Source: an optimization exercise on an open RTL-to-GDS flow (aim: small area, a short achievable clock period and few clock cycles per item). Production flows keep margins and buffers that such runs may drop.
Function was checked by simulation only, so behaviour that the tests miss may differ from the original.

==> try-quartz <==
==> flow/design.v (excerpt) <==
module yuv_to_rgb_converter (
    input  wire        clk,
    input  wire        rst,
    input  wire        cmd_valid,
    output wire        cmd_ready,
    input  wire [63:0] cmd_data,
    output wire        rsp_valid,
    input  wire        rsp_ready,
    output wire [63:0] rsp_data
);
clock: 14.0 ns
lec_check: 0
cap_margin: 20
core_margin: 2
core_utilization: 30
place_density: 0.5
slew_margin: 20
synth_memory_max_bits: 65536
run.sh (not shown) runs the stock make flow with config.mk's settings and CLKGATE_MAP_FILE= SYNTH_SCRIPT=/design/flow/synth_recipe.tcl, a recipe that flattens the netlist after the stock synthesis.
==> try-cedar: changes against try-quartz <==
--- a/flow/design.v
+++ b/flow/design.v
@@ -28,40 +28,34 @@
     input  wire signed [16:0] vy,
     output wire signed [27:0] u
 );
     wire signed [27:0] v = {{11{vy[16]}}, vy};
     assign u = (v <<< 10) + (v <<< 7) + (v <<< 5) + (v <<< 3) + (v <<< 2) + v;
 endmodule
 module luma_rows (
-    input  wire [27:0]        us,
+    input  wire signed [27:0] u,
     input  wire signed [16:0] vy,        
     input  wire               fulln,
     input  wire [1:0]         dc,
     output wire [42:0]        r0,
     output wire [42:0]        r1,
-    output wire [42:0]        r2,
-    output wire [42:0]        r3,
-    output wire [42:0]        r4
+    output wire [42:0]        r2
 );
-    localparam [42:0] C = 43'd4902912;
     reg [37:0] yf;
     always @(*) begin
         case (dc)
             2'd0:    yf = {vy[15:8], vy[15:8], vy[15:8], vy[15:8], vy[15:10]};
             2'd1:    yf = {vy[15:6], vy[15:6], vy[15:6], vy[15:8]};
             2'd2:    yf = {vy[15:4], vy[15:4], vy[15:4], vy[15:14]};
             default: yf = {vy[15:0], vy[15:0], vy[15:10]};
         endcase
     end
-    wire lt = us[23:0] < C[23:0];
-    assign r0 = fulln ? {5'd0, yf} : {3'd0, us, 12'd0};
-    assign r1 = fulln ? 43'd0 : {21'd0, us[27:6]};
-    assign r2 = fulln ? 43'd0 : {39'd0, us[27:24]};
-    assign r4 = {43{!fulln && lt}};              
-    assign r3 = fulln ? 43'd0 : -((C << 12) + (C >> 6));
+    assign r0 = fulln ? {5'd0, yf} : {{3{u[27]}}, u, 12'd0};
+    assign r1 = fulln ? 43'd0 : {{21{u[27]}}, u[27:6]};
+    assign r2 = fulln ? 43'd0 : {{39{u[27]}}, u[27:24]};
 endmodule
 module coef_table (
     input  wire [5:0] spo,     
     input  wire [4:0] nio,     
     output wire signed [39:0] a_r,
     output wire signed [38:0] a_gr,
     output wire signed [39:0] a_gb,
@@ -3397,17 +3391,16 @@
     reg signed [17:0] xr1, xb1;
     reg [5:0]  spo1;
     reg [4:0]  nio1;
     reg signed [16:0] vy2, vcr2, vcb2, vy3, vcr3, vcb3, vy4, vcr4, vcb4;
     reg [42:0] sr2, cr2, sgr2, cgr2, sgb2, cgb2, sb2, cb2;
     reg [3:0]  k2;                      
     reg [42:0] yt2;
-    reg [27:0] u1;
+    reg signed [27:0] u1;
     reg signed [42:0] vr3, vg3, vb3;
-    reg [3:0]  eo3;                     
     reg [15:0] q4 [0:2];
     reg [2:0]  amb4;
     reg        hv, sv;
     reg [55:0] hd, sd;
     wire adv = !v4 || (amb4 == 3'b000 && !(hv && sv));
     assign cmd_ready = adv;
     wire accept = cmd_valid && adv;
@@ -3545,22 +3538,22 @@
         case (n_dc)
             2'd0:    ush = {uraw[19:0], 8'd0};
             2'd1:    ush = {uraw[21:0], 6'd0};
             2'd2:    ush = {uraw[23:0], 4'd0};
             default: ush = {1'b0, uraw};
         endcase
     end
+    wire signed [27:0] u = ush - 28'd4902912;
     wire signed [17:0] xr = n_yc ? {vcr[16], vcr} - {vcb[16], vcb} : {vcr[16], vcr};
     wire signed [17:0] xb = n_yc ? -({vcb[16], vcb} + {vcr[16], vcr}) : {vcb[16], vcb};
     wire idn1   = (sp1 == 3'd6);
     wire fulln1 = rg1 || idn1;
-    wire [42:0] yr0, yr1, yr2, yr3, yr4;
-    luma_rows u_ly (.us(u1), .vy(vy1), .fulln(fulln1), .dc(dc1),
-                    .r0(yr0), .r1(yr1), .r2(yr2), .r3(yr3), .r4(yr4));
-    wire [42:0] yt = yr0 + yr1 + yr2 + yr3 + yr4;
+    wire [42:0] yr0, yr1, yr2;
+    luma_rows u_ly (.u(u1), .vy(vy1), .fulln(fulln1), .dc(dc1), .r0(yr0), .r1(yr1), .r2(yr2));
+    wire [42:0] yt = yr0 + yr1 + yr2;
     wire signed [39:0] a_r;
     wire signed [38:0] a_gr;
     wire signed [39:0] a_gb;
     wire signed [40:0] a_b;
     coef_table u_coef (
         .spo(spo1), .nio(nio1),
         .a_r(a_r), .a_gr(a_gr), .a_gb(a_gb), .a_b(a_b)
@@ -3580,32 +3573,37 @@
     wire [42:0] ytz = idn2 ? 43'd0 : yt2;
     wire [42:0] nvr = sr2 + cr2 + {42'd0, k2[0]} + ytz + (KK_R + BIAS);
     wire [42:0] nvg = sgr2 + cgr2 + sgb2 + cgb2 + {42'd0, k2[1]} + {42'd0, k2[2]}
                     + yt2 + (KK_GR + KK_GB + BIAS);
     wire [42:0] nvb = sb2 + cb2 + {42'd0, k2[3]} + ytz + (KK_B + BIAS);
     wire [2:0] trust;
     trust_table u_trust (.sp(sp3), .rg(rg3), .dc(dc3), .ec(ec3), .tr(trust));
-    function [58:0] mo_times(input [42:0] v, input [3:0] eo);
+    function [58:0] mo_times(input [42:0] v, input [1:0] code);
         reg [58:0] vx, vs;
         begin
             vx = {{16{v[42]}}, v};
-            vs = ({59{eo[0]}} & (vx << 8)) | ({59{eo[1]}} & (vx << 10)) |
-                 ({59{eo[2]}} & (vx << 12)) | ({59{eo[3]}} & (vx << 16));
+            case (code)
+                2'd0:    vs = vx << 8;
+                2'd1:    vs = vx << 10;
+                2'd2:    vs = vx << 12;
+                default: vs = vx << 16;
+            endcase
             mo_times = vs - vx + (59'd1 << 37);
         end
     endfunction
-    wire [15:0] mo3 = {{4{eo3[3]}}, {2{eo3[3] | eo3[2]}}, {2{eo3[3] | eo3[2] | eo3[1]}}, 8'hff};
+    wire [15:0] mo3 = (ec3 == 2'd0) ? 16'h00ff : (ec3 == 2'd1) ? 16'h03ff :
+                      (ec3 == 2'd2) ? 16'h0fff : 16'hffff;
     reg [15:0] nq [0:2];
     reg [2:0]  namb;
     reg [58:0] tt;
     reg [20:0] cc;
     integer ch;
     always @(*) begin
         for (ch = 0; ch < 3; ch = ch + 1) begin
-            tt = mo_times(ch == 0 ? vr3 : ch == 1 ? vg3 : vb3, eo3);
+            tt = mo_times(ch == 0 ? vr3 : ch == 1 ? vg3 : vb3, ec3);
             cc = tt[58:38];
             if (cc[20])
                 nq[ch] = 16'd0;
             else if (cc[19:16] != 4'd0 || (cc[15:0] & ~mo3) != 16'd0)
                 nq[ch] = mo3;
             else
                 nq[ch] = cc[15:0];
@@ -3654,27 +3652,26 @@
     end
     always @(posedge clk) begin
         if (adv) begin
             d0  <= cmd_data;
             cv1 <= n_cv;  h1 <= {n_st, c_op, n_last, n_berr};
             sp1 <= n_sp;  rg1 <= n_rg;  dc1 <= n_dc;  ec1 <= n_ec;
             vy1 <= vy;    vcr1 <= vcr;  vcb1 <= vcb;
-            xr1 <= xr;    xb1 <= xb;    u1 <= ush;
+            xr1 <= xr;    xb1 <= xb;    u1 <= u;
             spo1 <= n_spo; nio1 <= n_nio;
             cv2 <= cv1;   h2 <= h1;
             sp2 <= sp1;   rg2 <= rg1;   dc2 <= dc1;   ec2 <= ec1;
             vy2 <= vy1;   vcr2 <= vcr1; vcb2 <= vcb1;
             sr2 <= ps_r;  cr2 <= pc_r;  sgr2 <= ps_gr; cgr2 <= pc_gr;
             sgb2 <= ps_gb; cgb2 <= pc_gb; sb2 <= ps_b; cb2 <= pc_b;
             k2 <= pk;     yt2 <= yt;
             cv3 <= cv2;   h3 <= h2;
             sp3 <= sp2;   rg3 <= rg2;   dc3 <= dc2;   ec3 <= ec2;
             vy3 <= vy2;   vcr3 <= vcr2; vcb3 <= vcb2;
             vr3 <= nvr;   vg3 <= nvg;   vb3 <= nvb;
-            eo3 <= {ec2 == 2'd3, ec2 == 2'd2, ec2 == 2'd1, ec2 == 2'd0};
             cv4 <= cv3;   h4 <= h3;
             sp4 <= sp3;   rg4 <= rg3;   dc4 <= dc3;   ec4 <= ec3;
             vy4 <= vy3;   vcr4 <= vcr3; vcb4 <= vcb3;
             q4[0] <= nq[0]; q4[1] <= nq[1]; q4[2] <= nq[2];
         end else if (xc_done && !xc_ge) begin
             q4[xc_ch] <= q4[xc_ch] - 16'd1;
         end
==> qor summary <==
Basic-gate share of the synthesized area counting and, or, nand and nor cells: try-cedar 0.08689; try-quartz 0.08725
Clock-cell share of area: try-cedar 0.03247; try-quartz 0.03271
DRT Pass-1 Iters: try-cedar 7; try-quartz 9
Worst setup slack after layout: try-cedar 6699 ps; try-quartz 6656 ps
Result of the run: try-cedar timing/DRC/antenna clean; try-quartz timing/DRC/antenna clean
Seq/Total Area, Yosys: try-cedar 0.2482; try-quartz 0.2505
Plain + repair buffers: try-cedar 500; try-quartz 499
Die area: try-cedar 0.4815 mm2; try-quartz 0.4791 mm2
F_max: try-cedar 137.0 MHz; try-quartz 136.2 MHz
Non-clock buffer share of cell area: try-cedar 0.02615; try-quartz 0.02643
Number of sequential cells in the layout: try-cedar 1197; try-quartz 1202
Number of non-filler instances in the completed layout: try-cedar 20.71k; try-quartz 20.76k
Antenna Diode Count: try-cedar 11; try-quartz 7
Area share of fa/ha/maj cells after synthesis: try-cedar 0.2839; try-quartz 0.2915
Violation count after the first detailed-route iteration: try-cedar 11.53k; try-quartz 11.06k
Floorplan die height: try-cedar 693.9 um; try-quartz 692.2 um
Termination of the worst setup path: try-cedar q4[2][12]$_DFFE_PP_; try-quartz cr2[25]$_DFFE_PP_
Mean Syn Cell Area: try-cedar 9.774 um2; try-quartz 9.673 um2
Fraction of synthesized area in multiplexers: try-cedar 0.04105; try-quartz 0.02448
Worst slack at placement: try-cedar 6499 ps; try-quartz 6821 ps
CLK BUF: try-cedar 188; try-quartz 180
Cell repeated most along the worst path: try-cedar ha_1; try-quartz fa_1
Testbench counts of try-quartz, summed over its fixed seeds: cycles 2,424, items 2,400.
Testbench counts of try-cedar, summed over its fixed seeds: cycles 2,424, items 2,400.

[afterwards: timing with drivers on the ports]
How much do the figures lean on ideal ports? The routed layouts below were timed once more, with nothing changed but the port constraints.
Step 1: set_driving_cell puts a clkbuf_16 on clk and a buf_2 on each other input, an assumption about the parent block.
Step 2 adds t to the input delays and takes it off the output delays; t is the mean of the earliest and latest rising clock arrival at the registers after step 1. Input paths then give back, and output paths get back, about the clock's delay inside the block.
Three values: ideal ports, drivers, drivers and shift; two values: the first two.
| run | shift t [ns] | slack for setup (ns) | worst hold slack (ns) | worst slew at a driven data input, ns | cell pins on the clock port's net |
|---|---|---|---|---|---|
| try-quartz | 1.004 | 6.656 / 6.656 / 6.656 | 0.417 / 0.417 / 0.417 | 0.11 | 1 |
| try-cedar | 0.985 | 6.699 / 6.699 / 6.699 | 0.398 / 0.398 / 0.398 | 0.07 | 1 |
After both steps every run listed still meets setup and hold.
